From an optimization exercise on the open Yosys and OpenROAD flow, aimed at small area; shortcuts taken in it are not production practice.
RTL that was checked went through simulation tests only; none was proved equivalent to the original.
For runs 3 and 4, only the layout was checked, not whether the RTL still works.
Power and IR drop assume default switching activity.

===== design.v =====
module htm_core (
    input  wire        clk,
    input  wire        rst,
    input  wire        cfg_dialect,
    input  wire        cfg_xor_reg,
    input  wire [16:0] prog_len,
    input  wire        cmd_valid,
    output wire        cmd_ready,
    input  wire [15:0] cmd_count,
    input  wire        cmd_inject,
    input  wire [39:0] cmd_instr,
    output wire [15:0] imem_addr,
    input  wire [39:0] imem_rdata,
    output wire [7:0]  gin_addr,
    input  wire [15:0] gin_rdata,
    output wire        gout_we,
    output wire [7:0]  gout_addr,
    output wire [15:0] gout_data,
    input  wire [5:0]  dbg_addr,
    output wire [15:0] dbg_data,
    output wire [5:0]  slen,
    output wire        runnable,
    output wire        faulted,
    output wire [2:0]  fault_code
);
    localparam [4:0] OP_CONST = 5'h01, OP_PUSH  = 5'h02, OP_POP    = 5'h03,
                     OP_LOAD  = 5'h04, OP_STORE = 5'h05, OP_COPY   = 5'h06,
                     OP_JUMPIF= 5'h07, OP_NOT   = 5'h08, OP_ADD    = 5'h09,
                     OP_MULT  = 5'h0A, OP_AND   = 5'h0B, OP_OR     = 5'h0C,
                     OP_XOR   = 5'h0D, OP_LSHIFT= 5'h0E, OP_RSHIFT = 5'h0F,
                     OP_EQUALS= 5'h10, OP_LESS  = 5'h11, OP_INPUT  = 5'h12,
                     OP_OUTPUT= 5'h13;
    localparam [2:0] F_HALTED = 3'd1, F_UNREC = 3'd2, F_REG = 3'd3,
                     F_UNDER = 3'd4, F_GRID = 3'd5, F_OVER = 3'd6;
    localparam [5:0] S_IDLE  = 6'd0,  S_LDREM = 6'd1,  S_FETCH = 6'd2,
                     S_FWAIT = 6'd3,  S_LATCH = 6'd4,  S_DEC   = 6'd5,
                     S_INC1  = 6'd6,  S_INC2  = 6'd7,  S_OPS   = 6'd8,
                     S_TLD   = 6'd9,  S_WRA   = 6'd10, S_WRLEN = 6'd11,
                     S_ADR1  = 6'd12, S_ADR2  = 6'd13, S_CHKA  = 6'd14,
                     S_LS1   = 6'd15, S_WRC   = 6'd16, S_JZ    = 6'd17,
                     S_JT    = 6'd18, S_WRPC  = 6'd19, S_NOT   = 6'd20,
                     S_B2    = 6'd21, S_B3    = 6'd22, S_FLAG  = 6'd23,
                     S_SH    = 6'd24, S_MA    = 6'd25, S_MB    = 6'd26,
                     S_WB    = 6'd27, S_G2    = 6'd28, S_GSH   = 6'd29,
                     S_G3    = 6'd30, S_IN1   = 6'd31, S_IN2   = 6'd32,
                     S_OUT1  = 6'd33, S_OUT2  = 6'd34, S_CHK1  = 6'd35,
                     S_CHK2  = 6'd36, S_DONE  = 6'd37, S_RB1   = 6'd38,
                     S_RB2   = 6'd39, S_RB3   = 6'd40, S_RB4   = 6'd41,
                     S_CLR   = 6'd42, S_MA0   = 6'd43;
    localparam [3:0] A_DBG = 4'd0, A_X0 = 4'd1, A_XA = 4'd2, A_XB = 4'd3,
                     A_X1 = 4'd4, A_X2 = 4'd5, A_TOP = 4'd6, A_LEN = 4'd7,
                     A_C = 4'd8, A_REM = 4'd9;
    reg [5:0]  st;
    reg        rd;          
    reg [4:0]  ir_op;       
    reg [2:0]  ir_a, ir_b;
    reg        ir_bad;      
    reg        inj;
    reg [15:0] t;
    reg [15:0] rq;          
    reg [4:0]  cnt;
    reg        flag;
    reg [5:0]  len;
    reg [2:0]  fcode;
    reg        runf;
    reg [4:0]  rot;         
    reg [3:0]  asel;
    reg        we, te;
    reg        xt, xl, xr;    
    reg        yr;            
    reg [1:0]  es;            
    reg        yinv, cin;
    reg        xclr;          
    function [5:0] incdec6(input [5:0] v, input dec);
        integer j; reg c;
        begin
            c = 1'b1;
            for (j = 0; j < 6; j = j + 1) begin
                incdec6[j] = v[j] ^ c;
                c = c & (v[j] ^ dec);
            end
        end
    endfunction
    function [4:0] dec5(input [4:0] v);
        integer j; reg c;
        begin
            c = 1'b1;
            for (j = 0; j < 5; j = j + 1) begin
                dec5[j] = v[j] ^ c;
                c = c & !v[j];
            end
        end
    endfunction
    function [4:0] inc5(input [4:0] v);
        integer j; reg c;
        begin
            c = 1'b1;
            for (j = 0; j < 5; j = j + 1) begin
                inc5[j] = v[j] ^ c;
                c = c & v[j];
            end
        end
    endfunction
    function [4:0] add5(input [4:0] x, input [4:0] y);
        integer j; reg c;
        begin
            c = 1'b0;
            for (j = 0; j < 5; j = j + 1) begin
                add5[j] = x[j] ^ y[j] ^ c;
                c = (x[j] & y[j]) | (c & (x[j] ^ y[j]));
            end
        end
    endfunction
    function lt17(input [16:0] x, input [16:0] y);    
        integer j; reg l;
        begin
            l = 1'b0;
            for (j = 0; j < 17; j = j + 1)
                l = (!x[j] && y[j]) || (!(x[j] ^ y[j]) && l);
            lt17 = l;
        end
    endfunction
    reg  [6:0]  raddr;        
    wire [4:0]  len_m1 = dec5(len[4:0]);
    always @* begin
        case (asel)
            A_DBG: raddr = {1'b0, dbg_addr};
            A_X0:  raddr = 7'd0;
            A_XA:  raddr = {4'd0, ir_a};
            A_XB:  raddr = {4'd0, ir_b};
            A_X1:  raddr = 7'd1;
            A_X2:  raddr = 7'd2;
            A_TOP: raddr = {2'b01, len_m1};
            A_LEN: raddr = {2'b01, len[4:0]};
            A_C:   raddr = {2'b01, cnt};
            default: raddr = 7'b1000000;
        endcase
    end
    wire [15:0] wd;                  
    wire [15:0] r;                   
    localparam NW = 41;
    wire [NW-1:0] sel;
    wire [15:0] q [0:NW-1];
    wire [4:0] ps = add5(raddr[4:0], rot);
    wire is_x = raddr[6:5] == 2'b00;
    wire is_s = raddr[6:5] == 2'b01;
    wire wok  = is_x ? (ps[2:0] == 3'd7) : is_s ? (ps == 5'd31) : 1'b1;
    wire wx = (we && is_x && ps[2:0] == 3'd7) || xclr;
    wire ws = we && is_s && ps == 5'd31;
    wire wr = we && raddr[6];
    genvar g, b;
    generate
        for (g = 0; g < NW; g = g + 1) begin : word
            reg  [15:0] m;
            if (g < 8)
                assign sel[g] = is_x && ps[2:0] == g;
            else if (g < 40)
                assign sel[g] = is_s && ps == g - 8;
            else
                assign sel[g] = raddr[6];
            if (g == 0 || g == 8) begin : head
                wire [15:0] nx;
                wire s = (g == 0) ? wx : ws;
                for (b = 0; b < 16; b = b + 1) begin : wbit
                    htm_hold u (.q(q[g + (g == 0 ? 7 : 31)][b]), .k(!s), .d(wd[b]), .s(s), .y(nx[b]));
                end
                always @(posedge clk) m <= nx;
            end else if (g < 40) begin : body
                always @(posedge clk) m <= q[g - 1];
            end else begin : cntw
                wire [15:0] nx;
                for (b = 0; b < 16; b = b + 1) begin : wbit
                    htm_hold u (.q(m[b]), .k(!wr), .d(wd[b]), .s(wr), .y(nx[b]));
                end
                always @(posedge clk) m <= nx;
            end
            assign q[g] = m;
        end
        for (b = 0; b < 16; b = b + 1) begin : rbit
            wire [13:0] n;
            for (g = 0; g < 13; g = g + 1) begin : grp
                htm_ao3 u (.a(q[3*g][b]), .sa(sel[3*g]), .b(q[3*g+1][b]), .sb(sel[3*g+1]),
                           .c(q[3*g+2][b]), .sc(sel[3*g+2]), .y(n[g]));
            end
            htm_ao2 u (.a(q[39][b]), .sa(sel[39]), .b(q[40][b]), .sb(sel[40]), .y(n[13]));
            assign r[b] = !(&n);
        end
    endgenerate
    wire [15:0] xv = (t & {16{xt}}) | ({t[14:0], 1'b0} & {16{xl}}) | ({1'b0, t[15:1]} & {16{xr}});
    wire [15:0] ev = (es == 2'd1) ? (cmd_inject ? cmd_instr[15:0] : cmd_count) :
                     (es == 2'd2) ? imem_rdata[15:0] :
                     (es == 2'd3) ? gin_rdata : 16'd0;
    wire [15:0] yv = ((rq & {16{yr}}) | ev) ^ {16{yinv}};
    wire [16:0] cc;
    assign cc[0] = cin;
    generate
        for (b = 0; b < 16; b = b + 1) begin : add
            htm_fa u (.a(xv[b]), .b(yv[b]), .c(cc[b]), .s(wd[b]), .co(cc[b+1]));
        end
    endgenerate
    wire cout   = cc[16];
    wire q_hi   = rq[15:4] != 12'd0;        
    wire q_z    = !q_hi && rq[3:0] == 4'd0;
    wire q_ones = &rq;
    wire t_z    = t == 16'd0;
    wire mbit   = rq[cnt[3:0]];
    wire [39:0] iw = (st == S_IDLE) ? cmd_instr : imem_rdata;
    wire [7:0]  iop = iw[39:32];
    wire        a_hi = iw[31:19] != 13'd0;
    wire        b_hi = iw[15:3] != 13'd0;
    reg         i_legal, i_ua, i_ub;
    always @* begin
        i_legal = 1'b1; i_ua = 1'b0; i_ub = 1'b0;
        case (iop)
            8'h01: i_ua = rd;
            8'h02, 8'h03: i_ua = 1'b1;
            8'h04, 8'h05, 8'h06: begin i_ua = 1'b1; i_ub = 1'b1; end
            8'h07: begin i_ua = 1'b1; i_ub = rd; end
            8'h08: i_ua = rd;
            8'h09, 8'h0A, 8'h0B, 8'h0C, 8'h0E, 8'h0F, 8'h10, 8'h11, 8'h12, 8'h13:
                begin i_ua = rd; i_ub = rd; end
            8'h0D: begin i_legal = !rd || cfg_xor_reg; i_ua = rd; i_ub = rd; end
            default: i_legal = 1'b0;
        endcase
    end
    wire [4:0] i_op  = i_legal ? iop[4:0] : 5'd0;
    wire       i_bad = (i_ua && a_hi) || (i_ub && b_hi);
    wire len0    = len == 6'd0;
    wire len_lt2 = len[5:1] == 5'd0;
    wire len_ful = len[5];
    reg        sf;
    reg [2:0]  sf_code;
    always @* begin
        sf = 1'b1; sf_code = F_UNDER;
        if (ir_op == 5'd0)       sf_code = F_UNREC;
        else if (ir_bad)         sf_code = F_REG;
        else begin
            sf = 1'b0;
            case (ir_op)
                OP_CONST: if (!rd && len_ful) begin sf = 1'b1; sf_code = F_OVER; end
                OP_PUSH:  if (len_ful) begin sf = 1'b1; sf_code = F_OVER; end
                OP_POP:   sf = len0;
                OP_JUMPIF, OP_NOT: sf = !rd && len0;
                OP_LOAD, OP_STORE, OP_COPY: ;
                default:  sf = !rd && len_lt2;
            endcase
        end
    end
    wire ld_ok = !flag && t[15:5] == 11'd0 && lt17({12'd0, t[4:0]}, {11'd0, len});
    assign cmd_ready  = (st == S_IDLE);
    assign imem_addr  = rq;
    assign dbg_data   = r;
    assign slen       = len;
    assign runnable   = runf;
    assign faulted    = fcode != 3'd0;
    assign fault_code = fcode;
    assign gin_addr   = t[7:0];
    assign gout_addr  = t[7:0];
    assign gout_data  = rq;
    assign gout_we    = (st == S_OUT2);
    wire [3:0]  A_LA  = rd ? A_XA : A_TOP;    
    wire [3:0]  A_RA1 = rd ? A_XB : A_TOP;    
    wire [3:0]  A_RA2 = rd ? A_XB : A_LEN;    
    wire        op_ser = ir_op == OP_MULT || ir_op == OP_AND || ir_op == OP_OR ||
                         ir_op == OP_XOR;
    reg [5:0] nst;
    reg       set_flt;
    reg [2:0] set_code;
    reg [1:0] len_op;       
    reg       cnt_ld, cnt_dec, cnt_15, cnt_4;
    reg       flag_ld;
    reg       flag_v;
    always @* begin
        nst = st; asel = A_X0; we = 1'b0; te = 1'b0;
        xt = 1'b0; xl = 1'b0; xr = 1'b0; yr = 1'b1; es = 2'd0;
        yinv = 1'b0; cin = 1'b0; xclr = 1'b0;
        set_flt = 1'b0; set_code = F_UNDER; len_op = 2'd0;
        cnt_ld = 1'b0; cnt_dec = 1'b0; cnt_15 = 1'b0; cnt_4 = 1'b0;
        flag_ld = 1'b0; flag_v = 1'b0;
        case (st)
            S_IDLE: begin
                asel = A_DBG; yr = 1'b0; es = 2'd1; te = 1'b1;
                yinv = !cmd_inject; cin = !cmd_inject;
            end
            S_LDREM: begin
                asel = A_REM; xt = 1'b1; yr = 1'b0; we = 1'b1; nst = S_FETCH;
            end
            S_FETCH: begin
                asel = A_X0; nst = S_FWAIT;
            end
            S_FWAIT: begin
                asel = A_X0; nst = S_LATCH;
            end
            S_LATCH: begin
                yr = 1'b0; es = 2'd2; te = 1'b1; nst = S_DEC;
            end
            S_DEC: begin
                if (sf) begin
                    set_flt = 1'b1; set_code = sf_code; nst = S_IDLE;
                end else if (ir_op == OP_CONST) begin
                    asel = rd ? A_XA : A_LEN; xt = 1'b1; yr = 1'b0; we = 1'b1;
                    if (!rd) len_op = 2'd1;
                    nst = (rd && ir_a == 3'd0) ? S_CHK1 : S_INC1;
                end else
                    nst = S_INC1;
            end
            S_INC1: begin
                asel = A_X0; nst = S_INC2;
            end
            S_INC2: begin
                asel = A_X0; cin = 1'b1; we = 1'b1; nst = S_OPS;
            end
            S_OPS: begin
                case (ir_op)
                    OP_CONST: nst = S_CHK1;
                    OP_PUSH:  begin asel = A_XA; nst = S_TLD; end
                    OP_POP:   begin asel = A_TOP; len_op = 2'd2; nst = S_TLD; end
                    OP_COPY:  begin asel = A_XB; nst = S_TLD; end
                    OP_LOAD, OP_STORE: begin asel = A_XB; nst = S_ADR1; end
                    OP_JUMPIF: begin asel = A_RA1; if (!rd) len_op = 2'd2; nst = S_JZ; end
                    OP_NOT:   begin asel = rd ? A_XA : A_TOP; nst = S_NOT; end
                    OP_INPUT, OP_OUTPUT: begin
                        asel = A_RA1; if (!rd) len_op = 2'd2; nst = S_G2; end
                    default: begin
                        asel = A_RA1; if (!rd) len_op = 2'd2;
                        if (op_ser) begin
                            yr = 1'b0; te = 1'b1; cnt_15 = 1'b1; nst = S_MA0;
                        end else
                            nst = S_B2;
                    end
                endcase
            end
            S_TLD: begin
                te = 1'b1;
                nst = (ir_op == OP_PUSH) ? S_WRLEN : S_WRA;
            end
            S_WRA: begin
                asel = A_XA; xt = 1'b1; yr = 1'b0; we = 1'b1; nst = S_CHK1;
            end
            S_WRLEN: begin
                asel = A_LEN; xt = 1'b1; yr = 1'b0; we = 1'b1; len_op = 2'd1;
                nst = S_CHK1;
            end
            S_ADR1: begin
                asel = A_X1; te = 1'b1; nst = S_ADR2;
            end
            S_ADR2: begin
                xt = 1'b1; te = 1'b1; cnt_ld = 1'b1;
                flag_ld = 1'b1; flag_v = cout; nst = S_CHKA;
            end
            S_CHKA: begin
                if (!ld_ok) begin
                    set_flt = 1'b1; nst = S_RB1;
                end else begin
                    asel = (ir_op == OP_LOAD) ? A_C : A_XA; nst = S_LS1;
                end
            end
            S_LS1: begin
                te = 1'b1; nst = (ir_op == OP_LOAD) ? S_WRA : S_WRC;
            end
            S_WRC: begin
                asel = A_C; xt = 1'b1; yr = 1'b0; we = 1'b1; nst = S_CHK1;
            end
            S_JZ: begin
                asel = A_XA; flag_ld = 1'b1; flag_v = q_z; nst = S_JT;
            end
            S_JT: begin
                te = 1'b1; nst = flag ? S_WRPC : S_CHK1;
            end
            S_WRPC: begin
                asel = A_X0; xt = 1'b1; yr = 1'b0; we = 1'b1; nst = S_CHK1;
            end
            S_NOT: begin
                asel = rd ? A_XA : A_TOP; yinv = 1'b1; we = 1'b1; nst = S_CHK1;
            end
            S_B2: begin
                asel = A_LA;
                if (ir_op == OP_LSHIFT || ir_op == OP_RSHIFT) begin
                    cnt_ld = 1'b1; flag_ld = 1'b1; flag_v = q_hi;
                end else
                    te = 1'b1;
                nst = S_B3;
            end
            S_B3: begin
                xt = 1'b1;
                case (ir_op)
                    OP_ADD: begin te = 1'b1; nst = S_WB; end
                    OP_EQUALS: begin
                        yinv = 1'b1; cin = 1'b1; te = 1'b1; nst = S_FLAG; end
                    OP_LESS: begin
                        yinv = 1'b1; flag_ld = 1'b1; flag_v = cout; nst = S_FLAG; end
                    default: begin xt = 1'b0; te = 1'b1; nst = S_SH; end
                endcase
            end
            S_FLAG: begin
                yr = 1'b0; cin = (ir_op == OP_EQUALS) ? t_z : flag; te = 1'b1; nst = S_WB;
            end
            S_SH: begin
                te = 1'b1; yr = 1'b0;
                if (flag) begin
                    nst = S_WB;
                end else if (cnt[3:0] == 4'd0) begin
                    xt = 1'b1; nst = S_WB;
                end else begin
                    xl = (ir_op == OP_LSHIFT); xr = (ir_op != OP_LSHIFT); cnt_dec = 1'b1;
                end
            end
            S_MA0: begin
                asel = A_RA2; nst = S_MA;
            end
            S_MA: begin
                asel = A_LA; flag_ld = 1'b1; flag_v = mbit; nst = S_MB;
            end
            S_MB: begin
                asel = A_RA2; xl = 1'b1; te = 1'b1; cnt_dec = 1'b1;
                if (ir_op == OP_MULT) yr = flag;
                else begin
                    yr = 1'b0;
                    cin = (ir_op == OP_AND) ? (mbit & flag) :
                          (ir_op == OP_OR)  ? (mbit | flag) : (mbit ^ flag);
                end
                nst = (cnt[3:0] == 4'd0) ? S_WB : S_MA;
            end
            S_WB: begin
                asel = A_LA; xt = 1'b1; yr = 1'b0; we = 1'b1; nst = S_CHK1;
            end
            S_G2: begin
                asel = A_LA; te = 1'b1; flag_ld = 1'b1; flag_v = q_hi; cnt_4 = 1'b1;
                nst = S_GSH;
            end
            S_GSH: begin
                asel = A_LA; xl = 1'b1; yr = 1'b0; te = 1'b1; cnt_dec = 1'b1;
                if (cnt[1:0] == 2'd1) nst = S_G3;
            end
            S_G3: begin
                if (flag || q_hi) begin
                    set_flt = 1'b1; set_code = F_GRID; nst = S_RB1;
                end else begin
                    xt = 1'b1; te = 1'b1;
                    if (!rd) len_op = 2'd2;
                    nst = (ir_op == OP_INPUT) ? S_IN1 : S_OUT1;
                end
            end
            S_IN1: begin
                nst = S_IN2;
            end
            S_IN2: begin
                asel = A_X2; yr = 1'b0; es = 2'd3; we = 1'b1; nst = S_CHK1;
            end
            S_OUT1: begin
                asel = A_X2; nst = S_OUT2;
            end
            S_OUT2: begin
                nst = S_CHK1;
            end
            S_CHK1: begin
                asel = A_X0; nst = S_CHK2;
            end
            S_CHK2: begin
                asel = A_REM; nst = inj ? S_IDLE : S_DONE;
            end
            S_DONE: begin
                asel = A_REM; cin = 1'b1; we = 1'b1;
                nst = (q_ones || !runf) ? S_IDLE : S_FETCH;
            end
            S_RB1: begin
                asel = A_X0; nst = S_RB2;
            end
            S_RB2: begin
                asel = A_X0; yinv = 1'b1; cin = 1'b1; we = 1'b1; nst = S_RB3;
                if (ir_op[4] && !rd) len_op = 2'd1;
            end
            S_RB3: begin
                asel = A_X0; nst = S_RB4;
            end
            S_RB4: begin
                asel = A_X0; yinv = 1'b1; we = 1'b1; nst = S_IDLE;
            end
            S_CLR: begin
                xclr = 1'b1; yr = 1'b0; cnt_dec = 1'b1;
                if (cnt[3:0] == 4'd0) nst = S_IDLE;
            end
            default: nst = S_IDLE;
        endcase
        if (we && !wok) begin
            nst = st; te = 1'b0; set_flt = 1'b0; len_op = 2'd0;
            cnt_ld = 1'b0; cnt_dec = 1'b0; cnt_15 = 1'b0; cnt_4 = 1'b0; flag_ld = 1'b0;
        end
    end
    always @(posedge clk) begin
        if (rst) begin
            st <= S_CLR;
            len <= 6'd0;
            fcode <= 3'd0;
            runf <= prog_len != 17'd0;
        end else begin
            st <= nst;
            if (st == S_CHK2) runf <= lt17({1'b0, rq}, prog_len);
            if (set_flt) fcode <= set_code;
            if (len_op != 2'd0) len <= incdec6(len, len_op[1]);
            if (st == S_IDLE && cmd_valid && !faulted) begin
                inj <= cmd_inject;
                if (cmd_inject)
                    st <= S_DEC;
                else if (cmd_count != 16'd0) begin
                    if (!runf)
                        fcode <= F_HALTED;
                    else
                        st <= S_LDREM;
                end
            end
        end
        if ((st == S_IDLE) || (st == S_LATCH)) begin
            ir_op <= i_op; ir_a <= iw[18:16]; ir_b <= iw[2:0]; ir_bad <= i_bad;
        end
        rq <= r;
        if (te) t <= wd;
        if (cnt_ld) cnt <= wd[4:0];
        else if (cnt_15) cnt <= 5'd15;
        else if (cnt_4) cnt <= 5'd4;
        else if (cnt_dec) cnt <= dec5(cnt);
        if (rst) cnt <= 5'd15;
        if (flag_ld) flag <= flag_v;
        rd <= cfg_dialect;
        rot <= rst ? 5'd0 : inc5(rot);
    end
endmodule
module htm_hold (input wire q, input wire k, input wire d, input wire s, output wire y);
    assign y = (q & k) | (d & s);
endmodule
module htm_ao3 (input wire a, input wire sa, input wire b, input wire sb,
                input wire c, input wire sc, output wire y);
    assign y = !((a & sa) | (b & sb) | (c & sc));
endmodule
module htm_ao2 (input wire a, input wire sa, input wire b, input wire sb, output wire y);
    assign y = !((a & sa) | (b & sb));
endmodule
module htm_fa (input wire a, input wire b, input wire c, output wire s, output wire co);
    assign s  = a ^ b ^ c;
    assign co = (a & b) | (c & (a ^ b));
endmodule

===== flow/run.sh =====
#!/bin/bash
# Standard ORFS layout with smaller port buffers, ABC's buffers removed before
# placement, and no CTS dummy loads. Each tool's output goes to the ORFS logs
# under orfs/logs; make's own output goes to flow_make.log here.
set -euo pipefail
bash standard.sh \
  REMOVE_ABC_BUFFERS=1 \
  "BUFFER_PORTS_ARGS=-buffer_cell sky130_fd_sc_hd__buf_1" \
  "CTS_ARGS=-sink_clustering_enable -repair_clock_nets -dont_use_dummy_load -buf_list {sky130_fd_sc_hd__clkbuf_4 sky130_fd_sc_hd__clkbuf_8}" \
  finish > flow_make.log 2>&1

===== standard.sh =====
#!/bin/bash
# synth_recipe.tcl (not shown) runs the flow's synth.tcl, then flattens the netlist and writes it again
# the make line also repeats each setting of config.mk as NAME=value (left out here)
make -C /OpenROAD-flow-scripts/flow DESIGN_CONFIG=/design/flow/config.mk WORK_HOME=/design/flow/orfs CLKGATE_MAP_FILE= SYNTH_SCRIPT=/design/flow/synth_recipe.tcl "${@:-finish}"

===== config.mk =====
export PLATFORM = sky130hd
export DESIGN_NAME = htm_core
export DESIGN_NICKNAME = htm_core
export VERILOG_FILES = /design/flow/design.v
export SDC_FILE = /design/flow/constraint.sdc
export NUM_CORES = 4
export LEC_CHECK = 0
export CAP_MARGIN = 20
export CORE_MARGIN = 2
export CORE_UTILIZATION = 50
export CTS_BUF_LIST = sky130_fd_sc_hd__clkbuf_4 sky130_fd_sc_hd__clkbuf_8
export GPL_TIMING_DRIVEN = 0
export PLACE_DENSITY = 0.65
export SLEW_MARGIN = 20
export SYNTH_HIERARCHICAL = 1
export SYNTH_MINIMUM_KEEP_SIZE = 0

===== constraint.sdc =====
create_clock -name core_clock -period 14.0 [get_ports {clk}]
set_input_delay 2.8000 -clock core_clock [delete_from_list [all_inputs] [get_ports {clk}]]
set_output_delay 2.8000 -clock core_clock [all_outputs]
set_load 0.01 [all_outputs]

==> summary.md, run 1 <==
| Metric | Value |
|---|---|
| Status | `no timing/DRC/antenna violations` |
| Hold path cells | `0` |
| Arrival @ worst endpoint | `roughly 8.6 ns` |
| Max Slew Vio Count | `0` |
| Initial Util | `between 50% and 60%` |
| Wire length of the first global-routing pass | `~120,000 um` |
| Syn_area_per_cell | `11.8 um^2` |
| Yosys top cell by area | `dfxtp_1` |
| P&R area growth vs syn | `13.7%` |
| FP Rows | `between 80 and 90` |
| Setup repair bufs after CTS | `0` |
| Gates resized, CTS repair | `0` |
| R2r endpoint | `word[8].m[15]$_DFF_P_` |
| Detailed-route wire length | `roughly 86,000 um` |
| Flop pwr share | `between 40 and 50%` |
| Ports | `around 220` |
| EDFF count, synth | `31` |
| Critical path data required time | `around 11 ns` |
| Ranking of synthesized cells by area | `dfxtp_1 (57%), a222oi_1 (9.1%), edfxtp_1 (3.8%)` |
| Slew headroom | `between 20% and 30%` |
| Internal | `3.31 mW` |
| Clock root buffer | `clkbuf_8` |
| Dpl hpwl | `60,300 um` |
| Setup Crit Path Kind | `flip-flop to output pin` |
| Share of layout cells above drive strength 1 | `between 10% and 20%` |
| Number of global-route vias before repair | `~19,000` |
| Total power draw | `~5.0 mW` |
| Period utilization | `about four fifths` |
| Cell with the most instances after synthesis | `dfxtp_1` |
| Post-Synth Adder-Cell Area | `under 10%` |
| Drt pass-1 iters | `10` |
| Largest net degree at the start of global routing | `39` |
| VDD IR max | `~0.11 mV` |
| Combinational family with the most area after synthesis | `compound AO/OA/AOI/OAI gates` |
| Grt ovf | `0` |
| FF-to-FF path depth | `25` |
| CTS Buffer Depth | `3` |
| Worst Skew | `between 0.1 and 0.15 ns` |
| 1st-iter DRT viols | `3,457` |
| Leakage power | `between 10 and 15 nW` |
| HP Start | `word[6].m[6]$_DFF_P_` |
| Die area | `0.0507 mm^2` |
| Sw Ratio | `between 30% and 40%` |
| Synth Area in Compound Gates | `19.4%` |
| Detail Route Antenna Nets | `0` |
| Width of the die | `roughly 230 um` |
| Layout Cells excl Fill | `between 2,000 and 3,000` |
| WHS Endpoint | `word[7].m[6]$_DFF_P_` |
| Cell Area, Synth | `approximately 0.024 mm^2` |
| GP Congestion | `between 0.9 and 1` |
| Post-synth top area share | `57.1%` |
| Asr flop ratio synth | `0%` |
| Unrepaired setup endpoints after global routing | `no` |
| # DRC | `0` |
| Clock period minus worst slack | `approximately 11 ns` |
| Switching power total | `about 1.7 mW` |
| Pwr per Cell Area | `181 mW/mm^2` |
| Synth Area in Simple Gates | `between 10% and 20%` |
| R2r setup slk | `around 3.8 ns` |
| Critical R2R Launch | `st[3]$_SDFF_PP1_` |
| CP startpoint kind | `flip-flop` |
| Largest fanout on the critical path | `28` |
| CTS tree | `done` |
| All-Layer GR Usage | `around a third` |
| Leading cell types by count after synthesis | `dfxtp_1 (698), a222oi_1 (223), nand2_1 (107), nor2_1 (106)` |
| Clk slew on worst S/H paths | `around 0.060 ns` |
| Max Cap Violations | `0` |
| Vias per inst | `6.74` |
| Crit path capture type | `output pin` |
| Worst-Skew Late Latency | `approximately 0.72 ns` |
| Num CTS Buffers | `about 110` |
| Setup-failing EPs final | `0` |
| Top_reg_cell synth | `dfxtp_1` |
| Share of total power in combinational logic | `roughly a quarter` |
| Synth Area in XOR/XNOR | `less than 1%` |
| DP Cell Count | `2,863` |
| I/O Buffers | `217` |
| Count of mapped cells out of synthesis | `between 2,000 and 2,500` |
| Sink Count | `about 730` |
| Htree depth | `3` |
| Multiplexer area fraction after synthesis | `around 1.6%` |
| Worst hold path type | `flip-flop to flip-flop` |
| Fin util | `57.2%` |
| Seq cells post-synth | `729` |
| CTS Hold Bufs | `0` |
| Yosys cell types | `between 80 and 90` |
| Post-synthesis sequential area ratio | `around 61%` |
| FILL cells | `just over 4,000` |
| Clock power frac | `27.4%` |
| Yosys warns | `7` |
| Fmax | `0.0876 GHz` |
| Wire length per cell | `around 29 um` |
| Initial antenna violation count | `5` |
| Die Y | `approximately 230 um` |
| Final hold viol count | `0` |
| Final #Nets | `between 2,000 and 3,000` |
| Worst-margin pin slew | `1.15 ns` |
| Total number of vias | `around 20,000` |
| Core Area | `a little under 0.05 mm^2` |
-- kinds of logic (layout without fill, tap and decap cells) --
logic type                 count (synthesis)  in the layout
AOI/OAI and AO/OA                        570            570
DFF                                      729            729
other                                      0              3
adders and majority gates                 51             51
muxes                                     32             32
and+or+nand+nor                          505            505
buffers and inverters                    163            436
xor gates and xnor gates                  25             25
-- power groups by stage --
stage,clock network [mW],registers [mW],logic (mW)
floorplan,0,2.38,0.654
global placement,0,2.45,1.11
detailed placement,0,2.42,1.24
CTS,1.40,2.38,1.24
global route,1.48,2.39,1.33
finish,1.38,2.38,1.27
-- placed cells by master, fill, tap and decap left out, types with 62 or more instances in the layout --
master / netlist / layout
dfxtp_1: 698 / 692
a222oi_1: 223 / 223
buf_1: 8 / 215
nand2_1: 107 / 107
clkbuf_8: 0 / 107
nor2_1: 106 / 74
a21oi_1: 69 / 69
nand4_1: 69 / 69
o21ai_0: 65 / 65
inv_1: 62 / 62
-- flip-flops by register name (all words and copies together), names as in the netlist --
signal and cells:
word.m 656, rq 16, t 16, len 6, st 6, cnt 5
ir_op 5, rot 5, fcode 3, ir_a 3, ir_b 3, flag 1
inj 1, ir_bad 1, rd 1, runf 1
-- modules after synthesis, one instance, submodules excluded --
module	cells inside	flops+latches	times used	cell area (um^2)
htm_core	1787	729	1	21500
htm_hold	1	0	48	8.76
htm_ao3	1	0	208	10.0
htm_ao2	1	0	16	12.5
htm_fa	1	0	16	20.0
-- final cells by class --
cell class / instances / area (um^2) / share of cell area (%)
antenna: 3 / 7.51 / 0.0270
clock buffer: 107 / 1470 / 5.29
inverter: 62 / 233 / 0.836
multi-input combinational: 1183 / 9100 / 32.7
sequential: 729 / 14900 / 53.6
tap: 622 / 778 / 2.80
timing repair buffer: 267 / 1340 / 4.83
-- worst max-delay path, stage by stage (launching register included) --
cell and delay, ns:
edfxtp_1 0.97, or3b_1 0.47, or4_1 0.41, o21ai_1 0.52, nand3_1 0.62, o21ai_0 0.58, a221oi_1 0.15, o21ai_0 0.14
fa_1 0.21, inv_1 0.05, fa_1 0.42, fa_1 0.40, xnor2_1 0.22, nor2b_1 0.13, a211o_1 0.44, nand2_1 0.32
nor2_2 0.17, buf_6 0.23, a222oi_1 0.34, nand4_1 0.25, or4_1 0.69, buf_1 0.18
-- through the flow --
stage / setup WS (ns) / area (um^2) / hold WS, ns / setup TNS (ns)
final: 2.59 / 27800 / 0.280 / 0
after global routing: 2.33 / 27800 / 0.298 / 0
after CTS: 2.63 / 27800 / 0.281 / 0
after detailed placement: 2.60 / 26400 / 0.334 / 0
after global placement: -1.62 / 25500 / 0.333 / -23.30
after floorplan: 2.94 / 24000 / 0.330 / 0
-- routing by layer --
metal / wire (um) / GRT usage (%) / part of all wire, % / vias to the layer above
li1: - / - / - / 8647
met1: 34800 / 45.6 / 41 / 9957
met2: 37700 / 49.2 / 44 / 1239
met3: 9910 / 8.58 / 12 / 183
met4: 3190 / 14.2 / 3.7 / 2
met5: 12 / 0 / 0.014 / -
-- worst max-delay path by stage --
stage	start	to	slack (ns)	cells past startpoint
finish	ir_op[0]$_SDFFCE_PN0P_	dbg_data[6]	2.59	21
floorplan	cmd_inject	flag$_DFFE_PP_	2.94	21
CTS	ir_op[0]$_SDFFCE_PN0P_	dbg_data[6]	2.63	21
global route	ir_op[0]$_SDFFCE_PN0P_	dbg_data[6]	2.33	21
detailed placement	cmd_inject	word[0].m[15]$_DFF_P_	2.60	21
global placement	st[2]$_SDFF_PP0_	dbg_data[6]	-1.62	8
==> run 2, diff against run 1 <==
==> flow/run.sh (replaced) <==
#!/bin/bash
# The standard ORFS layout (standard.sh), with three changes that only
# make it smaller: port buffers are buf_1, the buffers ABC inserted are
# removed before placement, and CTS uses clkbuf_4 sink clusters of up to 10
# flip-flops and no dummy loads. ORFS writes each tool's log under
# orfs/logs; make's own output goes to flow_make.log here.
set -euo pipefail
bash standard.sh \
  REMOVE_ABC_BUFFERS=1 \
  "BUFFER_PORTS_ARGS=-buffer_cell sky130_fd_sc_hd__buf_1" \
  "CTS_ARGS=-sink_clustering_enable -repair_clock_nets -dont_use_dummy_load -buf_list {sky130_fd_sc_hd__clkbuf_4} -sink_clustering_size 10 -sink_clustering_max_diameter 40" \
  finish > flow_make.log 2>&1
==> config.mk (replaced) <==
export PLATFORM = sky130hd
export DESIGN_NAME = htm_core
export DESIGN_NICKNAME = htm_core
export VERILOG_FILES = /design/flow/design.v
export SDC_FILE = /design/flow/constraint.sdc
export NUM_CORES = 4
export LEC_CHECK = 0
export CAP_MARGIN = 0
export CORE_MARGIN = 2
export CORE_UTILIZATION = 60
export GPL_TIMING_DRIVEN = 0
export PLACE_DENSITY = 0.7
export SLEW_MARGIN = 0
export SYNTH_HIERARCHICAL = 1
export SYNTH_MINIMUM_KEEP_SIZE = 0
==> run 2 against run 1 <==
  * Still clean on timing, DRC and antenna
  * Critical path depth did not move
  * Final cell count fell by 3.6%
  * Clock power fell by 33%
  * First-iteration DRC count barely moved
  * Via count rose by 0.36%
  * Fmax fell by 0.93%
  * Clock skew rose by 0.025 ns
  * Area after synthesis did not move
  * Critical endpoint is now dbg_data[8]
  * Highest routed layer is now met4
==> summary.md, run 2 <==
| Metric | Value |
|---|---|
| All-Layer GR Usage | `38.3% (+5.2 points)` |
| Worst-margin pin slew | `1.37 ns (+0.223 ns)` |
| WHS Endpoint | `word[27].m[11]$_DFF_P_` |
| Arrival @ worst endpoint | `8.72 ns (+0.11 ns)` |
| R2r endpoint | `flag$_DFFE_PP_` |
| Setup Crit Path Kind | `flip-flop to output pin` |
| Share of layout cells above drive strength 1 | `10.5% (-0.59 points)` |
| Ranking of synthesized cells by area | `dfxtp_1 (57%), a222oi_1 (9.1%), edfxtp_1 (3.8%)` |
| Share of total power in combinational logic | `26.5% (+1.2 points)` |
| Final worst setup slack | `2.48 ns (-0.107 ns)` |
| Worst hold path type | `flip-flop to flip-flop` |
| Clock root buffer | `clkbuf_4` |
| Post-synthesis sequential area ratio | `60.9% (unchanged)` |
| Ports | `218 (unchanged)` |
| Worst-Skew Late Latency | `0.88 ns (+0.16 ns)` |
| Vias per inst | `7.01 (+4.1%)` |
| I/O Buffers | `217 (unchanged)` |
| Initial antenna violation count | `3 (-2)` |
| Number of global-route vias before repair | `18,931 (+0.27%)` |
| Setup-failing EPs final | `0 (unchanged)` |
| Largest fanout on the critical path | `36 (+29%)` |
| Sink Count | `729 (unchanged)` |
| Hold path cells | `0 (unchanged)` |
| Reg with most FFs | `word.m` |
| Yosys top cell by area | `dfxtp_1` |
| P&R area growth vs syn | `10.8%` |
| Htree depth | `3 (unchanged)` |
| Worst Skew | `0.128 ns (+0.0246 ns)` |
| Worst hold margin | `0.279 ns (-0.00154 ns)` |
| Flop pwr share | `53.0% (+5.7 points)` |
| Yosys warns | `7 (unchanged)` |
| FILL cells | `3,094 (-25%)` |
| Internal | `2.91 mW (-12%)` |
| Critical R2R Launch | `st[5]$_SDFF_PP1_` |
| Status | `no timing/DRC/antenna violations` |
| Gates resized, CTS repair | `0 (unchanged)` |
| Sw Ratio | `35.7% (+1.4 points)` |
| Detailed-route wire length | `82,800 um (-3.4%)` |
| Period utilization | `82.3% (+0.76 points)` |
| 1st-iter DRT viols | `3,458 (+0.029%)` |
| Critical path data required time | `11.20 ns (about the same)` |
| Crit path capture type | `output pin` |
| Unrepaired setup endpoints after global routing | `no` |
| Largest regs | `word.m (656), rq (16), t (16)` |
| Clock period minus worst slack | `11.52 ns (+0.107 ns)` |
| R2r setup slk | `3.19 ns (-0.62 ns)` |
| Top_reg_cell synth | `dfxtp_1` |
| EDFF count, synth | `31 (unchanged)` |
| Cell Area, Synth | `0.0245 mm^2 (unchanged)` |
| Core Area | `0.0400 mm^2 (-18%)` |
| Count of mapped cells out of synthesis | `2,075 (unchanged)` |
| Commonest non-fill, non-tap cell in the layout | `dfxtp_1` |
| CTS tree | `done` |
| Detail Route Antenna Nets | `0 (unchanged)` |
| Die area | `0.0424 mm^2 (-16%)` |
| Fin util | `67.8% (+11 points)` |
| Clock power frac | `20.5% (-6.9 points)` |
| Most frequent cells in the layout | `dfxtp_1 (695), a222oi_1 (223), buf_1 (215)` |
| Grt ovf | `0 (unchanged)` |
| Max Cap Violations | `0 (unchanged)` |
| Asr flop ratio synth | `0% (unchanged)` |
| Leakage power | `10.1 nW (-2.6%)` |
| VDD IR max | `0.114 mV (+3.2%)` |
| Clk slew on worst S/H paths | `0.11 ns (+0.05 ns)` |
| HP Start | `word[26].m[11]$_DFF_P_` |
| Final #Nets | `2,530 (-0.47%)` |
| Initial Util | `61.2% (+11 points)` |
| CTS Hold Bufs | `0 (unchanged)` |
| Slew headroom | `8.58% (-15 points)` |
| Die Y | `206 um (-8.6%)` |
| Max reg flops | `656 (unchanged)` |
| Drt pass-1 iters | `14 (+4)` |
| CTS Buffer Depth | `3 (unchanged)` |
| Total number of vias | `20,100 (+0.36%)` |
| Fmax | `0.0868 GHz (-0.93%)` |
| Max Slew Vio Count | `0 (unchanged)` |
| Setup repair bufs after CTS | `0 (unchanged)` |
| Syn_area_per_cell | `11.8 um^2 (unchanged)` |
| Dpl hpwl | `59,400 um (-1.4%)` |
| Wire length per cell | `28.9 um (+0.22%)` |
| Leading cell types by count after synthesis | `dfxtp_1 (698), a222oi_1 (223), nand2_1 (107), nor2_1 (106)` |
| Critical path startpoint | `st[5]$_SDFF_PP1_` |
| Largest net degree at the start of global routing | `50 (+28%)` |
| # DRC | `0 (unchanged)` |
| GP Congestion | `0.983 (+3.2%)` |
| Switching power total | `1.62 mW (-6.3%)` |
| Yosys cell types | `86 (unchanged)` |
| Num CTS Buffers | `91 (-15%)` |
| Cell with the most instances after synthesis | `dfxtp_1` |
| Wire length of the first global-routing pass | `120,000 um (-2.9%)` |
| CP startpoint kind | `flip-flop` |
| Pwr per Cell Area | `167 mW/mm^2 (-7.5%)` |
| Post-synth top area share | `57.1% (unchanged)` |
| Width of the die | `206 um (-8.6%)` |
| Seq cells post-synth | `729 (unchanged)` |
| Final hold viol count | `0 (unchanged)` |
| FP Rows | `73 (-9.9%)` |
| Place WS | `1.67 ns (-0.926 ns)` |
| FF-to-FF path depth | `23 (-8.0%)` |
[run 2: cell counts after synthesis]
Identical to the previous run, type by type.
[run 2: cell type report]
cell class / count / area (um^2) / share of cell area [%]
well taps: 525 / 657 / 2.42
diodes: 5 / 12.5 / 0.0461
clock buffers: 91 / 683 / 2.52
inverters: 62 / 233 / 0.858
repair buffers: 271 / 1630 / 6.00
multi-input cells: 1183 / 8990 / 33.2
flip-flops and latches: 729 / 14900 / 55.0
[run 2: worst max-delay path by stage]
stage / to / cells after the start / slack [ns]
after floorplan: flag$_DFFE_PP_ / 21 / 2.94
after global placement: dbg_data[8] / 8 / -1.45
after detailed placement: word[8].m[15]$_DFF_P_ / 21 / 1.67
after CTS: dbg_data[8] / 23 / 2.25
after global routing: dbg_data[15] / 21 / 2.15
final: dbg_data[8] / 21 / 2.48
[run 2: kinds of logic (layout without fill, tap and decap cells)]
kind of cell | Yosys count | count (layout) | synth area share, %
DFF | 729 | 729 | 60.9
adders and majority gates | 51 | 51 | 3.19
other | 0 | 5 | 0
and+or+nand+nor | 505 | 505 | 10.9
xor gates and xnor gates | 25 | 25 | 0.894
buffers and inverters | 163 | 424 | 3.09
AOI/OAI and AO/OA | 570 | 570 | 19.4
muxes | 32 | 32 | 1.58
[run 2: power groups by stage]
stage	Sequential, mW	Clock, mW	Combinational, mW
floorplan	2.38	0	0.654
global placement	2.44	0	1.07
detailed placement	2.45	0	1.14
CTS	2.40	0.942	1.15
global route	2.42	1.03	1.25
finish	2.41	0.929	1.20
[run 2: worst max-delay path, cell delays in order, from the launching register on]
cell      delay, ns
dfxtp_1        0.76
nor2_1         0.59
nand3_2        0.77
inv_1          0.80
nand2_1        0.20
o21ai_0        0.20
a221oi_1       0.10
o21ai_0        0.18
fa_1           0.26
inv_1          0.05
fa_1           0.37
fa_1           0.39
xnor2_1        0.34
nor2b_1        0.16
a211o_1        0.46
nand2_1        0.25
nor2_2         0.18
buf_8          0.22
a222oi_1       0.33
nand4_1        0.36
or4_1          0.68
buf_1          0.16
[run 2: modules after synthesis, one instance, submodules excluded]
module,copies in the design,cells,area (um^2)
htm_ao3,208,1,10.0
htm_fa,16,1,20.0
htm_hold,48,1,8.76
htm_ao2,16,1,12.5
htm_core,1,1787,21500
[run 2: metal layers]
layer / global-route usage (%) / wire length [um]
met3: 9.65 / 9100
met4: 19.2 / 4280
met5: 0 / 0
met1: 50.4 / 32100
met2: 58.8 / 37300
[run 2: per-stage QoR]
step / TNS, ns / cell area [um^2] / cells / power, mW
2_1_floorplan: 0 / 24000 / 1974 / 3.03
3_3_place_gp: -18.25 / 25400 / 2716 / 3.52
3_5_place_dp: 0 / 26400 / 2769 / 3.59
4_1_cts: 0 / 27100 / 2860 / 4.49
5_1_grt: 0 / 27100 / 2864 / 4.69
6_report: 0 / 27100 / 2866 / 4.53
==> run 3, diff against run 2 <==
--- a/design.v
+++ b/design.v
@@ -324,22 +324,14 @@
                     default: begin
                         asel = A_RA1; if (!rd) len_op = 2'd2;
                         if (op_ser) begin
-                            yr = 1'b0; te = 1'b1; cnt_15 = 1'b1; nst = S_MA0;
+                            yr = 1'b0; te = 1'b1; cnt_15 = 1'b1; nst = S_MA;
                         end else
                             nst = S_B2;
                     end
                 endcase
             end
             S_TLD: begin
-                te = 1'b1;
-                nst = (ir_op == OP_PUSH) ? S_WRLEN : S_WRA;
-            end
-            S_WRA: begin
-                asel = A_XA; xt = 1'b1; yr = 1'b0; we = 1'b1; nst = S_CHK1;
-            end
-            S_WRLEN: begin
-                asel = A_LEN; xt = 1'b1; yr = 1'b0; we = 1'b1; len_op = 2'd1;
-                nst = S_CHK1;
+                te = 1'b1; nst = S_WB;
             end
             S_ADR1: begin
                 asel = A_X1; te = 1'b1; nst = S_ADR2;
@@ -352,23 +344,14 @@
                 if (!ld_ok) begin
                     set_flt = 1'b1; nst = S_RB1;
                 end else begin
-                    asel = (ir_op == OP_LOAD) ? A_C : A_XA; nst = S_LS1;
+                    asel = (ir_op == OP_LOAD) ? A_C : A_XA; nst = S_TLD;
                 end
             end
-            S_LS1: begin
-                te = 1'b1; nst = (ir_op == OP_LOAD) ? S_WRA : S_WRC;
-            end
-            S_WRC: begin
-                asel = A_C; xt = 1'b1; yr = 1'b0; we = 1'b1; nst = S_CHK1;
-            end
             S_JZ: begin
                 asel = A_XA; flag_ld = 1'b1; flag_v = q_z; nst = S_JT;
             end
             S_JT: begin
-                te = 1'b1; nst = flag ? S_WRPC : S_CHK1;
-            end
-            S_WRPC: begin
-                asel = A_X0; xt = 1'b1; yr = 1'b0; we = 1'b1; nst = S_CHK1;
+                te = 1'b1; nst = flag ? S_WB : S_CHK1;
             end
             S_NOT: begin
                 asel = rd ? A_XA : A_TOP; yinv = 1'b1; we = 1'b1; nst = S_CHK1;
@@ -405,9 +388,6 @@
                     xl = (ir_op == OP_LSHIFT); xr = (ir_op != OP_LSHIFT); cnt_dec = 1'b1;
                 end
             end
-            S_MA0: begin
-                asel = A_RA2; nst = S_MA;
-            end
             S_MA: begin
                 asel = A_LA; flag_ld = 1'b1; flag_v = mbit; nst = S_MB;
             end
@@ -422,7 +402,14 @@
                 nst = (cnt[3:0] == 4'd0) ? S_WB : S_MA;
             end
             S_WB: begin
-                asel = A_LA; xt = 1'b1; yr = 1'b0; we = 1'b1; nst = S_CHK1;
+                xt = 1'b1; yr = 1'b0; we = 1'b1; nst = S_CHK1;
+                case (ir_op)
+                    OP_PUSH: begin asel = A_LEN; len_op = 2'd1; end
+                    OP_POP, OP_COPY, OP_LOAD: asel = A_XA;
+                    OP_STORE: asel = A_C;
+                    OP_JUMPIF: asel = A_X0;
+                    default: asel = A_LA;
+                endcase
             end
             S_G2: begin
                 asel = A_LA; te = 1'b1; flag_ld = 1'b1; flag_v = q_hi; cnt_4 = 1'b1;
@@ -436,9 +423,9 @@
                 if (flag || q_hi) begin
                     set_flt = 1'b1; set_code = F_GRID; nst = S_RB1;
                 end else begin
-                    xt = 1'b1; te = 1'b1;
+                    asel = A_X2; xt = 1'b1; te = 1'b1;
                     if (!rd) len_op = 2'd2;
-                    nst = (ir_op == OP_INPUT) ? S_IN1 : S_OUT1;
+                    nst = (ir_op == OP_INPUT) ? S_IN1 : S_OUT2;
                 end
             end
             S_IN1: begin
@@ -447,9 +434,6 @@
             S_IN2: begin
                 asel = A_X2; yr = 1'b0; es = 2'd3; we = 1'b1; nst = S_CHK1;
             end
-            S_OUT1: begin
-                asel = A_X2; nst = S_OUT2;
-            end
             S_OUT2: begin
                 nst = S_CHK1;
             end
@@ -467,14 +451,11 @@
                 asel = A_X0; nst = S_RB2;
             end
             S_RB2: begin
-                asel = A_X0; yinv = 1'b1; cin = 1'b1; we = 1'b1; nst = S_RB3;
+                te = 1'b1; nst = S_RB3;
                 if (ir_op[4] && !rd) len_op = 2'd1;
             end
             S_RB3: begin
-                asel = A_X0; nst = S_RB4;
-            end
-            S_RB4: begin
-                asel = A_X0; yinv = 1'b1; we = 1'b1; nst = S_IDLE;
+                asel = A_X0; xt = 1'b1; yr = 1'b0; yinv = 1'b1; we = 1'b1; nst = S_IDLE;
             end
             S_CLR: begin
                 xclr = 1'b1; yr = 1'b0; cnt_dec = 1'b1;
@@ -482,11 +463,8 @@
             end
             default: nst = S_IDLE;
         endcase
-        if (we && !wok) begin
-            nst = st; te = 1'b0; set_flt = 1'b0; len_op = 2'd0;
-            cnt_ld = 1'b0; cnt_dec = 1'b0; cnt_15 = 1'b0; cnt_4 = 1'b0; flag_ld = 1'b0;
-        end
     end
+    wire stall = we && !wok;
     always @(posedge clk) begin
         if (rst) begin
             st <= S_CLR;
@@ -494,10 +472,10 @@
             fcode <= 3'd0;
             runf <= prog_len != 17'd0;
         end else begin
-            st <= nst;
+            if (!stall) st <= nst;
             if (st == S_CHK2) runf <= lt17({1'b0, rq}, prog_len);
             if (set_flt) fcode <= set_code;
-            if (len_op != 2'd0) len <= incdec6(len, len_op[1]);
+            if (len_op != 2'd0 && !stall) len <= incdec6(len, len_op[1]);
             if (st == S_IDLE && cmd_valid && !faulted) begin
                 inj <= cmd_inject;
                 if (cmd_inject)
--- a/flow/run.sh
+++ b/flow/run.sh
@@ -6,7 +6,7 @@
 # orfs/logs; make's own output goes to flow_make.log here.
 set -euo pipefail
 bash standard.sh \
-  REMOVE_ABC_BUFFERS=1 \
+  REMOVE_ABC_BUFFERS=1 RECOVER_POWER=100 \
   "BUFFER_PORTS_ARGS=-buffer_cell sky130_fd_sc_hd__buf_1" \
   "CTS_ARGS=-sink_clustering_enable -repair_clock_nets -dont_use_dummy_load -buf_list {sky130_fd_sc_hd__clkbuf_4} -sink_clustering_size 10 -sink_clustering_max_diameter 40" \
   finish > flow_make.log 2>&1
==> run 3 against run 2 <==
  * Now fails the layout checks on max-capacitance violations, max-slew violations
  * Final area fell by 1.1%
  * Register-to-register slack got worse by 0.19 ns
  * Critical path type unchanged
  * Fmax fell by 8.6%
==> summary.md, run 3 <==
| Metric | Value |
|---|---|
| Status | `failed layout checks` |
| SO Viols | `max-capacitance violations, max-slew violations` |
| VDD IR max | `0.131 mV (+15%)` |
| Initial Util | `61.0% (-0.17 points)` |
| GP Congestion | `0.979 (-0.35%)` |
| Setup TNS | `0 ns (unchanged)` |
| Clock period minus worst slack | `12.61 ns (+1.08 ns)` |
| Top_reg_cell synth | `dfxtp_1` |
| Largest fanout on the critical path | `34 (-5.6%)` |
| Die Y | `205 um (-0.25%)` |
| Yosys cell types | `96 (+12%)` |
| FILL cells | `3,072 (-0.71%)` |
| All-Layer GR Usage | `38.5% (+0.15 points)` |
| Place WS | `2.00 ns (+0.325 ns)` |
| Ranking of synthesized cells by area | `dfxtp_1 (57%), a222oi_1 (9.2%), edfxtp_1 (3.8%)` |
| Cell Area, Synth | `0.0244 mm^2 (-0.50%)` |
| CP dominant cell by count | `fa_1` |
| Cell with the most instances after synthesis | `dfxtp_1` |
| Grt ovf | `0 (unchanged)` |
| Most frequent cells in the layout | `dfxtp_1 (695), a222oi_1 (224), buf_1 (215)` |
| Critical path's slowest cell | `dfxtp_1` |
| Leading cell types by count after synthesis | `dfxtp_1 (698), a222oi_1 (224), nor2_1 (115), nand2_1 (95), nand4_1 (69)` |
| Final #Nets | `2,495 (-1.4%)` |
| Share of layout cells above drive strength 1 | `9.52% (-1.0 points)` |
| CTS tree | `done` |
| Max reg flops | `656 (unchanged)` |
| Post-synthesis sequential area ratio | `61.2% (+0.31 points)` |
| Total power draw | `4.69 mW (+3.4%)` |
| Post-Place Cell Area | `0.0262 mm^2 (-0.62%)` |
| Num CTS Buffers | `90 (-1.1%)` |
| R2r setup slk | `3.00 ns (-0.19 ns)` |
| FF-to-FF path depth | `23 (unchanged)` |
| Sink Count | `729 (unchanged)` |
| Final worst setup slack | `1.39 ns (-1.08 ns)` |
| Fmax | `0.0793 GHz (-8.6%)` |
| CTS Hold Bufs | `0 (unchanged)` |
| P&R area growth vs syn | `10.1%` |
| FP Rows | `73 (unchanged)` |
| Commonest non-fill, non-tap cell in the layout | `dfxtp_1` |
| Reg with most FFs | `word.m` |
| Final hold viol count | `0 (unchanged)` |
| Initial antenna violation count | `5 (+2)` |
| Post-synth top area share | `57.4% (+0.29 points)` |
| Yosys top cell by area | `dfxtp_1` |
| Dpl hpwl | `58,900 um (-0.83%)` |
| Instance count on the critical path | `21 (unchanged)` |
| Final instance area | `0.0268 mm^2 (-1.1%)` |
| Worst-Skew Late Latency | `0.85 ns (-0.03 ns)` |
| Detail Route Antenna Nets | `0 (unchanged)` |
| Count of mapped cells out of synthesis | `2,043 (-1.5%)` |
| Unrepaired setup endpoints after global routing | `no` |
| Critical path buffers and inverters | `3 (-1)` |
| Critical path startpoint | `st[0]$_SDFF_PP0_` |
| Seq cells post-synth | `729 (unchanged)` |
| Max Cap Violations | `3 (+3)` |
| Width of the die | `205 um (-0.25%)` |
| Asr flop ratio synth | `0% (unchanged)` |
| Htree depth | `3 (unchanged)` |
| Crit path capture type | `output pin` |
| I/O Buffers | `217 (unchanged)` |
| Critical path data required time | `11.20 ns (about the same)` |
| Yosys warns | `7 (unchanged)` |
| Ports | `218 (unchanged)` |
| Wire length of the first global-routing pass | `119,000 um (-0.75%)` |
| Slew headroom | `-125% (-130 points)` |
| Arrival @ worst endpoint | `9.81 ns (+1.09 ns)` |
| CP peak stage delay | `1.20 ns (+0.40 ns)` |
| Worst-margin pin slew | `3.36 ns (+1.99 ns)` |
| CTS Buffer Depth | `3 (unchanged)` |
| Critical R2R Launch | `st[0]$_SDFF_PP0_` |
| Vias per inst | `7.00 (-0.18%)` |
| Clock root buffer | `clkbuf_4` |
| Syn_area_per_cell | `11.9 um^2 (+1.1%)` |
| Leakage power | `9.96 nW (-1.0%)` |
| Period utilization | `90.0% (+7.7 points)` |
| Die area | `0.0422 mm^2 (-0.49%)` |
| Pwr per Cell Area | `175 mW/mm^2 (+4.6%)` |
| Setup repair bufs after CTS | `0 (unchanged)` |
| Setup-failing EPs final | `0 (unchanged)` |
| Worst hold path type | `flip-flop to flip-flop` |
| Largest regs | `word.m (656), rq (16), t (16)` |
| Crit path max-delay family | `simple AND/OR/NAND/NOR gates` |
| Total number of vias | `19,797 (-1.5%)` |
| Crit path cell chain | `nand2b_1 -> nor4_1 -> o21ai_0 -> nand3b_1 -> mux2i_1 -> nor2_1 -> o21ai_0 -> nand2_1 -> fa_1 -> inv_1 -> fa_1 -> fa_1 -> xnor2_1 -> xor2_1 -> nand4_1 -> nor2_1 -> clkbuf_1 -> a222oi_1 -> nand4_1 -> or4_1 -> buf_1` |
| Number of global-route vias before repair | `18,812 (-0.63%)` |
| Drt pass-1 iters | `10 (-4)` |
| Core Area | `0.0399 mm^2 (-0.23%)` |
| Worst Skew | `0.0976 ns (-0.0304 ns)` |
| Detailed-route wire length | `82,400 um (-0.50%)` |
| R2r endpoint | `word[8].m[15]$_DFF_P_` |
| EDFF count, synth | `31 (unchanged)` |
| Clk slew on worst S/H paths | `0.10 ns (about the same)` |
| 1st-iter DRT viols | `3,229 (-6.6%)` |
| Wire length per cell | `29.1 um (+0.84%)` |
| End of the critical path | `dbg_data[7]` |
| Gates resized, CTS repair | `0 (unchanged)` |
| Setup Crit Path Kind | `flip-flop to output pin` |
| CP startpoint kind | `flip-flop` |
| Worst hold margin | `0.287 ns (+0.00757 ns)` |
| # DRC | `0 (unchanged)` |
| Largest net degree at the start of global routing | `42 (-16%)` |
| Max Slew Vio Count | `65 (+65)` |
run 3: cell families (layout without fill, tap and decap cells):
kind of cell	Yosys count	after routing	synth area share, %
flip-flops	729	729	61.2
AO/OA/AOI/OAI	538	538	18.7
AND/OR/NAND/NOR	491	491	10.6
buffers and inverters	163	421	3.14
adder cells (fa/ha/maj)	51	51	3.21
multiplexers	45	45	2.16
XOR/XNOR	26	26	0.966
other	0	2	0
run 3: final cells by class:
| type | count | area [um^2] | area share (%) |
|---|---|---|---|
| Antenna cell | 2 | 5.00 | 0.0187 |
| Clock buffer | 90 | 676 | 2.52 |
| Inverter | 66 | 248 | 0.924 |
| Multi-Input combinational cell | 1151 | 8780 | 32.8 |
| Sequential cell | 729 | 14900 | 55.6 |
| Tap cell | 525 | 657 | 2.45 |
| Timing Repair Buffer | 265 | 1530 | 5.72 |
run 3: per-stage QoR:
stage                     cells  util [%]
after global routing       2827      67.2
after detailed placement   2735      65.7
final                      2828      67.2
after floorplan            1946         -
after global placement     2688      63.4
after CTS                  2825      67.3
run 3: worst register-to-register path: cells and delay by family, from the launching register on:
family | cells | cell delay, ns
compound gates | 3 | 0.96
simple gates | 3 | 2.00
flops | 1 | 1.20
fa+ha+maj | 16 | 6.58
xor+xnor | 1 | 0.19
run 3: how the worst min path moves through the flow:
stage                                      from               endpoint  cells past startpoint
after floorplan            word[9].m[0]$_DFF_P_  word[10].m[0]$_DFF_P_                      0
after global placement     word[9].m[0]$_DFF_P_  word[10].m[0]$_DFF_P_                      0
final                     word[16].m[1]$_DFF_P_  word[17].m[1]$_DFF_P_                      0
after CTS                 word[16].m[1]$_DFF_P_  word[17].m[1]$_DFF_P_                      0
after detailed placement   word[6].m[5]$_DFF_P_   word[7].m[5]$_DFF_P_                      0
after global routing      word[10].m[1]$_DFF_P_  word[11].m[1]$_DFF_P_                      0
run 3: power breakdown:
| group | leakage (nW) | switching (mW) | internal, mW | total (mW) |
|---|---|---|---|---|
| combinational | 3.61 | 0.819 | 0.435 | 1.25 |
| clock | 0.414 | 0.629 | 0.295 | 0.923 |
| sequential | 5.94 | 0.233 | 2.28 | 2.51 |
| total | 9.96 | 1.68 | 3.01 | 4.69 |
run 3: metal layers:
metal  global-route usage, %  up-vias  share of wire (%)
met4                    17.6        6                4.8
met3                    11.8      238                 13
met5                       0        -              0.039
met1                    51.5     9679                 39
li1                        -     8530                  -
met2                    57.2     1344                 43
run 3: Yosys stat by module, one instance, submodules excluded:
module | flops+latches | cell area [um^2] | copies in the design | cells
htm_core | 729 | 21300 | 1 | 1755
htm_fa | 0 | 20.0 | 16 | 1
htm_ao2 | 0 | 12.5 | 16 | 1
htm_ao3 | 0 | 10.0 | 208 | 1
htm_hold | 0 | 8.76 | 48 | 1
==> run 4, diff against run 3 <==
==> flow/run.sh (replaced) <==
#!/bin/bash
# The standard ORFS layout (standard.sh), with changes that only make it
# smaller: port buffers are buf_1, the buffers ABC inserted are removed
# before placement, CTS uses clkbuf_4 sink clusters of up to 10 flip-flops
# and no dummy loads, and cells off the critical paths are downsized after
# global routing (RECOVER_POWER). ORFS writes each tool's log under
# orfs/logs; make's own output goes to flow_make.log here.
set -euo pipefail
bash standard.sh \
  REMOVE_ABC_BUFFERS=1 RECOVER_POWER=100 \
  "BUFFER_PORTS_ARGS=-buffer_cell sky130_fd_sc_hd__buf_1" \
  "CTS_ARGS=-sink_clustering_enable -repair_clock_nets -dont_use_dummy_load -buf_list {sky130_fd_sc_hd__clkbuf_4} -sink_clustering_size 10 -sink_clustering_max_diameter 40" \
  finish > flow_make.log 2>&1
==> run 4 against run 3 <==
  * The layout still fails its checks (max-capacitance violations, max-slew violations)
  * Register-to-register slack about the same
  * Synthesized cell count unchanged
  * Final cell count unchanged
  * Sequential power about the same
  * Clock power about the same
  * Sequential share of layout area unchanged
  * Power unchanged
  * Non-clock buffer count unchanged
  * Wire length unchanged
  * Area after synthesis unchanged
  * Final area unchanged
==> summary.md, run 4 <==
| Metric | Value |
|---|---|
| Status | `failed layout checks` |
| SO Viols | `max-capacitance violations, max-slew violations` |
| Yosys warns | `7 (unchanged)` |
| Seq cells post-synth | `729 (unchanged)` |
| Critical path data required time | `11.20 ns (about the same)` |
| Detail Route Antenna Nets | `0 (unchanged)` |
| Busiest grt layer | `met2` |
| Cell with the most instances after synthesis | `dfxtp_1` |
| Crit path capture type | `output pin` |
| Max reg flops | `656 (unchanged)` |
| Final worst setup slack | `1.39 ns (unchanged)` |
| FP Rows | `73 (unchanged)` |
| Ports | `218 (unchanged)` |
| Post-synth top area share | `57.4% (unchanged)` |
| Final hold viol count | `0 (unchanged)` |
| Htree depth | `3 (unchanged)` |
| Die Y | `205 um (unchanged)` |
| Reg with most FFs | `word.m` |
| Period utilization | `90.0% (unchanged)` |
| Largest net degree at the start of global routing | `42 (unchanged)` |
| Setup-failing EPs final | `0 (unchanged)` |
| Final #Nets | `2,495 (unchanged)` |
| Share of layout cells above drive strength 1 | `9.52% (unchanged)` |
| Slew headroom | `-125% (unchanged)` |
| VDD IR max | `0.131 mV (unchanged)` |
| Critical path's slowest cell | `dfxtp_1` |
| CTS tree | `done` |
| Grt met2 use | `57.2% (unchanged)` |
| P&R area growth vs syn | `10.1% (unchanged)` |
| Clock period minus worst slack | `12.61 ns (unchanged)` |
| Yosys cell types | `96 (unchanged)` |
| 1st-iter DRT viols | `3,229 (unchanged)` |
| Crit path max-delay family | `simple AND/OR/NAND/NOR gates` |
| Wire length per cell | `29.1 um (unchanged)` |
| EDFF count, synth | `31 (unchanged)` |
| Wire length of the first global-routing pass | `119,000 um (unchanged)` |
| Largest fanout on the critical path | `34 (unchanged)` |
| Setup TNS | `0 ns (unchanged)` |
| CTS Hold Bufs | `0 (unchanged)` |
| Worst hold margin | `0.287 ns (unchanged)` |
| CP peak stage delay | `1.20 ns (about the same)` |
| Sink Count | `729 (unchanged)` |
| All-Layer GR Usage | `38.5% (unchanged)` |
| Yosys top cell by area | `dfxtp_1` |
| Critical path buffers and inverters | `3 (unchanged)` |
| Max Cap Violations | `3 (unchanged)` |
| Syn_area_per_cell | `11.9 um^2 (unchanged)` |
| Leakage power | `9.96 nW (unchanged)` |
| Commonest non-fill, non-tap cell in the layout | `dfxtp_1` |
| Most frequent cells in the layout | `dfxtp_1 (695), a222oi_1 (224), buf_1 (215)` |
| Initial Util | `61.0% (unchanged)` |
| Die area | `0.0422 mm^2 (unchanged)` |
| Post-synthesis sequential area ratio | `61.2% (unchanged)` |
| Setup Crit Path Kind | `flip-flop to output pin` |
| Worst hold path type | `flip-flop to flip-flop` |
| Pwr per Cell Area | `175 mW/mm^2 (unchanged)` |
| Worst Skew | `0.0976 ns (unchanged)` |
| Leading cell types by count after synthesis | `dfxtp_1 (698), a222oi_1 (224), nor2_1 (115), nand2_1 (95), nand4_1 (69)` |
| Place WS | `2.00 ns (unchanged)` |
| Worst-Skew Late Latency | `0.85 ns (about the same)` |
| Detailed-route wire length | `82,400 um (unchanged)` |
| I/O Buffers | `217 (unchanged)` |
| Count of mapped cells out of synthesis | `2,043 (unchanged)` |
| Core Area | `0.0399 mm^2 (unchanged)` |
| Clock root buffer | `clkbuf_4` |
| Setup repair bufs after CTS | `0 (unchanged)` |
| M3 GR Usage | `11.8% (unchanged)` |
| Max Slew Vio Count | `65 (unchanged)` |
| Clk slew on worst S/H paths | `0.10 ns (about the same)` |
| Grt ovf | `0 (unchanged)` |
| Gates resized, CTS repair | `0 (unchanged)` |
| Arrival @ worst endpoint | `9.81 ns (about the same)` |
| GP Congestion | `0.979 (unchanged)` |
| CP dominant cell by count | `fa_1` |
| Ranking of synthesized cells by area | `dfxtp_1 (57%), a222oi_1 (9.2%), edfxtp_1 (3.8%)` |
| Fmax | `0.0793 GHz (unchanged)` |
| Drt pass-1 iters | `10 (unchanged)` |
| Width of the die | `205 um (unchanged)` |
| Initial antenna violation count | `5 (unchanged)` |
| Number of global-route vias before repair | `18,812 (unchanged)` |
| CP startpoint kind | `flip-flop` |
| Total number of vias | `19,797 (unchanged)` |
| # DRC | `0 (unchanged)` |
| Top_reg_cell synth | `dfxtp_1` |
| Dpl hpwl | `58,900 um (unchanged)` |
| CTS Buffer Depth | `3 (unchanged)` |
| Crit path cell chain | `nand2b_1 -> nor4_1 -> o21ai_0 -> nand3b_1 -> mux2i_1 -> nor2_1 -> o21ai_0 -> nand2_1 -> fa_1 -> inv_1 -> fa_1 -> fa_1 -> xnor2_1 -> xor2_1 -> nand4_1 -> nor2_1 -> clkbuf_1 -> a222oi_1 -> nand4_1 -> or4_1 -> buf_1` |
| Cell Area, Synth | `0.0244 mm^2 (unchanged)` |
| Vias per inst | `7.00 (unchanged)` |
| Worst-margin pin slew | `3.36 ns (unchanged)` |
| Num CTS Buffers | `90 (unchanged)` |
| Unrepaired setup endpoints after global routing | `no` |
| M1 GR Usage | `51.5% (unchanged)` |
| Asr flop ratio synth | `0% (unchanged)` |
| Largest regs | `word.m (656), rq (16), t (16)` |
## run 4: power breakdown
group | switching (mW) | internal (mW)
Clock | 0.629 | 0.295
Combinational | 0.819 | 0.435
Sequential | 0.233 | 2.28
## run 4: cells by family (layout without fill, tap and decap cells)
| group | after synthesis | count (layout) | synth area share, % |
|---|---|---|---|
| AO/OA/AOI/OAI | 538 | 538 | 18.7 |
| adder cells (fa/ha/maj) | 51 | 51 | 3.21 |
| flip-flops | 729 | 729 | 61.2 |
| XOR/XNOR | 26 | 26 | 0.966 |
| buffers and inverters | 163 | 421 | 3.14 |
| other | 0 | 2 | 0 |
| AND/OR/NAND/NOR | 491 | 491 | 10.6 |
| multiplexers | 45 | 45 | 2.16 |
## run 4: area by class of cell
class	instances	area, um^2
fillers	3072	13100
repair buffers	265	1530
flip-flops and latches	729	14900
multi-input cells	1151	8780
clock buffers	90	676
diodes	2	5.00
well taps	525	657
inverters	66	248
## run 4: metal layers
layer / share of wire, % / vias up
met3: 13 / 238
met4: 4.8 / 6
li1: - / 8530
met5: 0.039 / -
met1: 39 / 9679
met2: 43 / 1344
## run 4: stage by stage
stage,utilization (%),area [um^2],instances,power [mW]
floorplan,-,23800,1946,3.16
global placement,63.4,25300,2688,3.69
global route,67.2,26800,2827,4.87
detailed placement,65.7,26200,2735,3.77
finish,67.2,26800,2828,4.69
CTS,67.3,26900,2825,4.67
## run 4: worst paths after layout
check	start	endpoint	slack, ns	cells after the start
max	st[0]$_SDFF_PP0_	dbg_data[7]	1.39	21
min	word[16].m[1]$_DFF_P_	word[17].m[1]$_DFF_P_	0.29	0
max reg2reg	st[0]$_SDFF_PP0_	word[8].m[15]$_DFF_P_	3.00	23
min reg2reg	word[16].m[1]$_DFF_P_	word[17].m[1]$_DFF_P_	0.29	0
## run 4: worst register-to-register path, stage by stage, from the launching register on
cell and delay, ns:
dfxtp_1 1.20, nand2b_1 0.36, nor4_1 0.97, o21ai_0 0.52, nand3_1 0.67, a21oi_1 0.18, xor2_1 0.19, fa_1 0.41
fa_1 0.38, fa_1 0.38, fa_1 0.40, fa_1 0.42, fa_1 0.40, fa_1 0.39, fa_1 0.40, fa_1 0.40
fa_1 0.40, fa_1 0.40, fa_1 0.40, fa_1 0.40, fa_1 0.40, fa_1 0.41, fa_1 0.59, a22o_1 0.26
## run 4: modules after synthesis (local to each module, per instance)
module    flip-flops and latches  cells  copies in the design
htm_ao2                        0      1                    16
htm_ao3                        0      1                   208
htm_core                     729   1755                     1
htm_fa                         0      1                    16
htm_hold                       0      1                    48

what the ideal ports hide:
The results above use ideal ports. As a check the final layouts listed here were re-extracted and re-timed, cells and wires unchanged. Step 1 sets driving cells, clkbuf_16 on the clock port and buf_2 on the other inputs (assumed; they add their load-dependent delay and slew). Step 2, shift: input delay + t, output delay - t, t = (earliest + latest rising clock arrival at the registers) / 2. This alone moves slack from input paths to output paths. Three values: no drivers, after step 1, after step 2; two values: the first two.
| run | t (ns) | setup WS [ns] | clock arrival spread, ns | pins driven straight from the clock port |
|---|---|---|---|---|
| run 1 | 0.727 | 2.586 / 2.529 / 2.557 | 0.104 / 0.105 | 1 |
| run 2 | 0.869 | 2.479 / 2.428 / 2.133 | 0.129 / 0.130 | 1 |
| run 3 | 0.859 | 1.395 / 1.339 / 2.198 | 0.099 / 0.098 | 1 |
| run 4 | 0.859 | 1.395 / 1.339 / 2.198 | 0.099 / 0.098 | 1 |
For run 2, which loses most, drivers alone change the setup slack by -0.051 ns; drivers and shift together by -0.346 ns.
